What follows belongs to an exercise in optimizing a design on an open flow for small area, a short achievable clock period and few clock cycles; a production flow would make more cautious choices. Only simulation tests tie the RTL to the original design; equivalence was not proved. No activity file was given, so power comes from the tool's default toggle rates.

===== design/flow/run.sh =====
#!/bin/bash
# synth_recipe.tcl (not shown) runs the flow's synth.tcl, then flattens the netlist and writes it again
# the make line also repeats each setting of config.mk as NAME=value (left out here)
make -C /OpenROAD-flow-scripts/flow DESIGN_CONFIG=/design/flow/config.mk WORK_HOME=/design/flow/orfs CLKGATE_MAP_FILE= SYNTH_SCRIPT=/design/flow/synth_recipe.tcl finish

===== design/flow/design.v =====
module fgc_segmenter (
    input  wire        clk,
    input  wire        rst,           
    input  wire        start,
    input  wire [31:0] fw_len,
    input  wire [31:0] cursor_in,
    input  wire [31:0] req_in,
    input  wire [31:0] rewind_in,
    input  wire [31:0] maxpkt,
    input  wire [7:0]  version,
    input  wire        use_chk,
    output wire        busy,
    output reg         fw_rd,
    output reg  [23:0] fw_addr,
    input  wire [7:0]  fw_rdata,
    output reg         out_valid,
    output reg  [7:0]  out_data,
    input  wire        out_ready,
    output reg         done,
    output reg  [1:0]  result,        
    output reg  [3:0]  errcode,
    output reg  [31:0] res_cursor,
    output reg  [31:0] res_frames,
    output reg  [31:0] out_len
);
    localparam [3:0] ERR_FW_LEN_RANGE       = 4'd3;
    localparam [3:0] ERR_BAD_VERSION        = 4'd4;
    localparam [3:0] ERR_PAYLOAD_TOO_LONG   = 4'd5;
    localparam [3:0] ERR_BAD_MAX_PER_PACKET = 4'd7;
    localparam [3:0] S_IDLE  = 4'd0,
                     S_CLAMP = 4'd1,
                     S_SKIP  = 4'd2,
                     S_AVAIL = 4'd3,
                     S_FRAME = 4'd4,
                     S_HDR   = 4'd5,
                     S_RD    = 4'd6,
                     S_DATA  = 4'd7,
                     S_CSUM  = 4'd8,
                     S_FEND  = 4'd9;
    reg [3:0] state;
    reg [31:0] L_r, cur0_r, req_r, rew_r, max_r;
    reg [7:0]  ver_r;
    reg        chk_r;
    reg [31:0] eff;        
    reg [31:0] avail;      
    reg [31:0] cur;        
    reg [31:0] sent;       
    reg [31:0] k;          
    reg [31:0] kcnt;       
    reg        marker;
    reg        ext;
    reg [3:0]  hidx;       
    reg [7:0]  csum;
    reg [31:0] frames;
    reg [31:0] olen;
    assign busy = (state != S_IDLE);
    wire        err_fw_len  = (L_r > 32'h00FF_FFFF);
    wire        err_version = (ver_r < 8'd3);
    wire        err_max     = (max_r == 32'd0);
    wire [31:0] cur1 = cur0_r[31]    ? 32'd0 :
                       (cur0_r > L_r) ? L_r  : cur0_r;
    wire [31:0] eff_w = (ver_r < 8'd4) ? ((max_r < 32'd250) ? max_r : 32'd250) : max_r;
    wire [32:0] skip_sum = {1'b0, cur} + {1'b0, rew_r};
    wire        do_skip  = !rew_r[31] && (rew_r != 32'd0) && (skip_sum < {1'b0, L_r});
    wire [31:0] cur2 = do_skip ? skip_sum[31:0] : cur;
    wire [31:0] remain = L_r - cur;
    wire [31:0] avail_w = req_r[31]        ? 32'd0 :
                          (req_r < remain) ? req_r : remain;
    wire [31:0] first_chunk = (eff < avail_w) ? eff : avail_w;
    wire        err_long = (ver_r >= 8'd4) && (first_chunk > 32'd65531);
    wire [31:0] left_w   = avail - sent;
    wire [31:0] k_w      = (eff < left_w) ? eff : left_w;
    wire [15:0] plen     = k[15:0] + 16'd4;      
    wire [15:0] clen     = k[15:0] + 16'd1;      
    wire [7:0]  flags    = {6'd0, ext, chk_r};
    reg [7:0] hdr_byte;
    always @(*) begin
        case (hidx)
            4'd0:    hdr_byte = 8'hFF;
            4'd1:    hdr_byte = ver_r;
            4'd2:    hdr_byte = flags;
            4'd3:    hdr_byte = plen[15:8];
            4'd4:    hdr_byte = plen[7:0];
            4'd5:    hdr_byte = 8'h00;      
            4'd6:    hdr_byte = 8'h1D;
            4'd7:    hdr_byte = 8'h0C;      
            4'd8:    hdr_byte = 8'h02;
            4'd9:    hdr_byte = 8'h04;      
            4'd10:   hdr_byte = clen[15:8];
            4'd11:   hdr_byte = clen[7:0];
            default: hdr_byte = {7'd0, marker};
        endcase
    end
    always @(*) begin
        out_valid = 1'b0;
        out_data  = 8'h00;
        fw_rd     = 1'b0;
        fw_addr   = cur[23:0];
        case (state)
            S_HDR:  begin out_valid = 1'b1; out_data = hdr_byte; end
            S_RD:   fw_rd = 1'b1;
            S_DATA: begin out_valid = 1'b1; out_data = fw_rdata; end
            S_CSUM: begin out_valid = 1'b1; out_data = csum; end
            default: ;
        endcase
    end
    wire xfer = out_valid && out_ready;
    always @(posedge clk) begin
        if (rst) begin
            state      <= S_IDLE;
            done       <= 1'b0;
            result     <= 2'd0;
            errcode    <= 4'd0;
            res_cursor <= 32'd0;
            res_frames <= 32'd0;
            out_len    <= 32'd0;
        end else begin
            done <= 1'b0;
            if (xfer) begin
                csum <= csum ^ out_data;
                olen <= olen + 32'd1;
            end
            case (state)
                S_IDLE: begin
                    if (start) begin
                        L_r    <= fw_len;
                        cur0_r <= cursor_in;
                        req_r  <= req_in;
                        rew_r  <= rewind_in;
                        max_r  <= maxpkt;
                        ver_r  <= version;
                        chk_r  <= use_chk;
                        state  <= S_CLAMP;
                    end
                end
                S_CLAMP: begin
                    cur    <= cur1;
                    eff    <= eff_w;
                    sent   <= 32'd0;
                    frames <= 32'd0;
                    olen   <= 32'd0;
                    if (err_fw_len || err_version || err_max) begin
                        done       <= 1'b1;
                        result     <= 2'd2;
                        errcode    <= err_fw_len  ? ERR_FW_LEN_RANGE :
                                      err_version ? ERR_BAD_VERSION :
                                                    ERR_BAD_MAX_PER_PACKET;
                        res_cursor <= 32'd0;
                        res_frames <= 32'd0;
                        out_len    <= 32'd0;
                        state      <= S_IDLE;
                    end else begin
                        state <= S_SKIP;
                    end
                end
                S_SKIP: begin
                    cur   <= cur2;
                    state <= S_AVAIL;
                end
                S_AVAIL: begin
                    avail <= avail_w;
                    if (err_long) begin
                        done       <= 1'b1;
                        result     <= 2'd2;
                        errcode    <= ERR_PAYLOAD_TOO_LONG;
                        res_cursor <= 32'd0;
                        res_frames <= 32'd0;
                        out_len    <= 32'd0;
                        state      <= S_IDLE;
                    end else begin
                        state <= S_FRAME;
                    end
                end
                S_FRAME: begin
                    k      <= k_w;
                    kcnt   <= k_w;
                    marker <= (cur + k_w == L_r);
                    ext    <= (ver_r >= 8'd4) && (k_w >= 32'd252);
                    hidx   <= 4'd0;
                    csum   <= 8'h00;
                    state  <= S_HDR;
                end
                S_HDR: begin
                    if (xfer) begin
                        if (hidx == 4'd12) begin
                            if (kcnt != 32'd0) state <= S_RD;
                            else if (chk_r)    state <= S_CSUM;
                            else               state <= S_FEND;
                        end else if (hidx == 4'd2 && !ext) begin
                            hidx <= 4'd4;
                        end else begin
                            hidx <= hidx + 4'd1;
                        end
                    end
                end
                S_RD: begin
                    state <= S_DATA;
                end
                S_DATA: begin
                    if (xfer) begin
                        cur  <= cur + 32'd1;
                        kcnt <= kcnt - 32'd1;
                        if (kcnt == 32'd1) state <= chk_r ? S_CSUM : S_FEND;
                        else               state <= S_RD;
                    end
                end
                S_CSUM: begin
                    if (xfer) state <= S_FEND;
                end
                S_FEND: begin
                    frames <= frames + 32'd1;
                    sent   <= sent + k;
                    if (sent + k < avail) begin
                        state <= S_FRAME;
                    end else begin
                        done       <= 1'b1;
                        result     <= 2'd0;
                        errcode    <= 4'd0;
                        res_cursor <= cur;
                        res_frames <= frames + 32'd1;
                        out_len    <= olen;
                        state      <= S_IDLE;
                    end
                end
                default: state <= S_IDLE;
            endcase
        end
    end
endmodule

===== design/flow/constraint.sdc =====
create_clock -name core_clock -period 12.0 [get_ports {clk}]
set_input_delay 2.4000 -clock core_clock [delete_from_list [all_inputs] [get_ports {clk}]]
set_output_delay 2.4000 -clock core_clock [all_outputs]
set_load 0.01 [all_outputs]

===== design/flow/config.mk =====
export PLATFORM = sky130hd
export DESIGN_NAME = fgc_segmenter
export DESIGN_NICKNAME = fgc_segmenter
export VERILOG_FILES = /design/flow/design.v
export SDC_FILE = /design/flow/constraint.sdc
export NUM_CORES = 4
export LEC_CHECK = 0
export CAP_MARGIN = 20
export CORE_MARGIN = 2
export CORE_UTILIZATION = 40
export SLEW_MARGIN = 20

==> metrics.md <==
| Metric | Value |
|---|---|
| Status | finished clean |
| PwrDens | 142 nW/um^2 |
| Final min period | approximately 10 ns |
| Drt drc | 0 |
| HP Class | reg2reg |
| Fin Hold WS | 0.474 ns |
| Most common cell after layout, fill and taps aside | edfxtp_1 |
| Cell mode on critical path | a21oi_1 |
| Critical path required time | around 13 ns |
| Post-Synth Adder-Cell Area | 12.3% |
| Combinational share of power | 29.0% |
| Core Footprint | 91400 um^2 |
| Number of fill cells | between 8000 and 9000 |
| Clk buf depth | 3 |
| Main combinational cell family by area after synthesis | compound AO/OA/AOI/OAI gates |
| Clock skew | between 0.02 and 0.025 ns |
| Register share of total power | approximately 38% |
| Endpoints failing hold | 0 |
| Die Width | 307 um |
| CTS buffer count | 67 |
| Area fraction in compound gates after synthesis | between 10% and 20% |
| CTS tree | built |
| Final setup vio count | 0 |
| Worst VDD drop | 0.000119 V |
| Cells after synthesis | about 3800 |
| First-pass GRT wire length | roughly 190000 um |
| Slew HR | 6.88% |
| Initial antenna violation count | 4 |
| GR Util All Layers | roughly a quarter |
| Crit-path max FO | between 150 and 200 |
| Routed len/inst | between 20 and 25 um |
| Gpl congestion | 0.977 |
| IO Pins | 319 |
| Clock sinks | 544 |
| Sequential cell area fraction in the yosys report | 41.6% |
| Number of cell rows | between 100 and 150 |
| Vias/cell | roughly 5.8 |
| 1st-iter DRT viols | a little over 3000 |
| Final Slew Violations | 0 |
| Post-CTS Hold Buffers | 0 |
| Post-CTS setup buffer count | 0 |
| Internal power | between 4 and 5 mW |
| Fmax | between 90 and 100 MHz |
| Simple-gate share of the synthesized area | 16.3% |
| FFs w/ async S/R, synth | 0% |
| CP max stage delay | about 0.91 ns |
| Ys Warns | 1 |
| Post-Synth XOR/XNOR Area | between 6 and 7% |
| Die Ht | 307 um |
| Post-cts sizing count | 0 |
| Commonest cells after routing, fill and taps aside | edfxtp_1, ha_1, clkdlybuf4s50_1 |
| DRT antenna net count | 0 |
| Critical path type | reg2reg |
| Die footprint | 94300 um^2 |
| Max_cap viols | 0 |
| Sw Ratio | between 30% and 40% |
| Post-route cell area | between 40000 and 50000 um^2 |
| Unrepaired setup endpoints after global routing | false |
| Final wirelength | ~120000 um |
| Max H-tree Level | 3 |
| Clock power share | about a third |
| Placement Setup Slack | approximately 2.0 ns |
| 1st-pass router iterations | 6 |
| CTS root buffer | clkbuf_16 |
| LEAKAGE | 17.0 nW |
| Nets | ~4600 |
| Post-Syn Area | 36700 um^2 |
| Final setup margin | around 1.8 ns |
| Vias in the first global route | just under 30000 |
| Dpl cell area | between 40000 and 50000 um^2 |
| FF+latch count, synth | approximately 540 |
| Post-synth EDFFs | 439 |
| Share of layout cells above drive strength 1 | 5.83% |
| Mux cell area share after synthesis | under 10% |
| Clock Latency Late Sink | about 0.64 ns |
| Worst Path Arrival | 10.82 ns |
| Switch Pwr | between 2 and 2.5 mW |
| Via Count | between 30000 and 40000 |
| Number of port buffers | 316 |
| Dpl hpwl | 95900 um |
| Fin Setup TNS | 0 ns |
| Top FF cell, synth | edfxtp_1 |
| Syn Area/Cell | 9.78 um^2 |
| Final Cycle Share | between 80% and 90% |
| GRT overflow | 0 |
| Crit path capture type | register |
| Initial Util | around two fifths |
| Clk slew on worst S/H paths | around 0.05 ns |
| Slowest CP cell | and2_2 |
| Largest net degree at the start of global routing | roughly 170 |
| Post-synth cell types | 85 |
| Setup crit start kind | register |
| Util after Layout | a little under half |
| Slew @ Worst Pin | around 1.4 ns |
| P&R area growth vs syn | 17.8% |
-- through the flow --
step	cells	total power, mW
after floorplan	3759	3.52
after global placement	5149	4.11
after detailed placement	5149	4.10
after CTS	5271	6.17
after global routing	5272	6.46
final	5274	6.16
-- logic make-up (layout without fill, tap and decap cells) --
| group | Yosys count | count (layout) |
|---|---|---|
| and+or+nand+nor | 1178 | 1178 |
| AOI/OAI and AO/OA | 937 | 937 |
| DFF | 544 | 544 |
| buffers and inverters | 397 | 723 |
| adders and majority gates | 359 | 359 |
| xor gates and xnor gates | 266 | 266 |
| muxes | 76 | 76 |
| other | 1 | 5 |
-- cells in the mapped netlist (all sizes together), types with 46 or more instances --
master  number  area (um^2)
edfxtp     439        13200
ha         354         4430
nor2       308         1160
a21oi      263         1320
inv        247          927
nand2      221          830
o21ai      186          935
xnor2      163         1430
nand3      119          596
a21o       108          811
dfxtp      105         2100
xor2       103          902
clkbuf      91          342
nor3        79          395
nand4       76          475
mux2i       72          721
and2        71          444
buf         59          388
or2         46          288
-- cell type report --
type | instances | area (um^2) | area share (%)
tap | 1186 | 1480 | 3.43
multi-input combinational | 2818 | 19900 | 46.0
inverter | 247 | 927 | 2.14
clock inverter | 33 | 388 | 0.897
antenna | 3 | 7.51 | 0.0174
timing repair buffer | 354 | 3470 | 8.02
clock buffer | 89 | 1800 | 4.16
sequential | 544 | 15300 | 35.3
-- worst paths after layout --
path                            startpoint           to  slack, ns  cells after the start
worst max-delay path                cur[9]  out_len[11]       1.76                     29
worst min-delay path             result[1]    result[1]       0.47                      2
worst max register to register      cur[9]  out_len[11]       1.76                     29
worst min register to register   result[1]    result[1]       0.47                      2
-- power by group through the flow --
stage                     Combinational [mW]  Clock, mW  Sequential [mW]
after global placement                  1.75          0             2.36
after detailed placement                1.75          0             2.36
after floorplan                         1.21          0             2.31
after global routing                    1.97       2.16             2.33
final                                   1.79       2.05             2.32
after CTS                               1.76       2.10             2.32
-- worst max-delay path: cells and delay by family (launching register included) --
family / cells / cell delay (ns)
xor gates and xnor gates: 1 / 0.33
AOI/OAI and AO/OA: 14 / 3.69
and+or+nand+nor: 9 / 3.70
DFF: 1 / 0.65
adders and majority gates: 3 / 1.06
buffers and inverters: 2 / 0.53
-- routing by layer --
layer,vias to the layer above,wire (um),track usage [%]
met5,-,0,0
met4,0,5820,11.6
met3,284,8020,3.82
met2,1112,57200,42.3
met1,14700,53200,34.1
li1,14500,-,-
Testbench counts, summed over its fixed seeds: cycles 426,568.

==> afterwards: timing with drivers on the ports <==
How much do the figures lean on ideal ports? The routed layout below was timed once more, with nothing changed but the port constraints.
Step 1 assumes that a clkbuf_16 drives the clock port and a buf_2 every other input.
Step 2 also shifts input and output timing later by t, the mid clock arrival at the registers, as if the neighbouring blocks saw the same clock.
a / b / c = ideal ports / drivers / drivers and shift; a / b = the first two.
t, ns: 0.700
setup WS [ns]: 1.758 / 1.758 / 1.758
hold WS [ns]: 0.474 / 0.474 / 0.474
worst register clock-pin slew, ns: 0.07 / 0.07
After both steps this run still meets setup and hold. For this run, drivers alone change the setup slack by 0.000 ns; drivers and shift together by 0.000 ns.
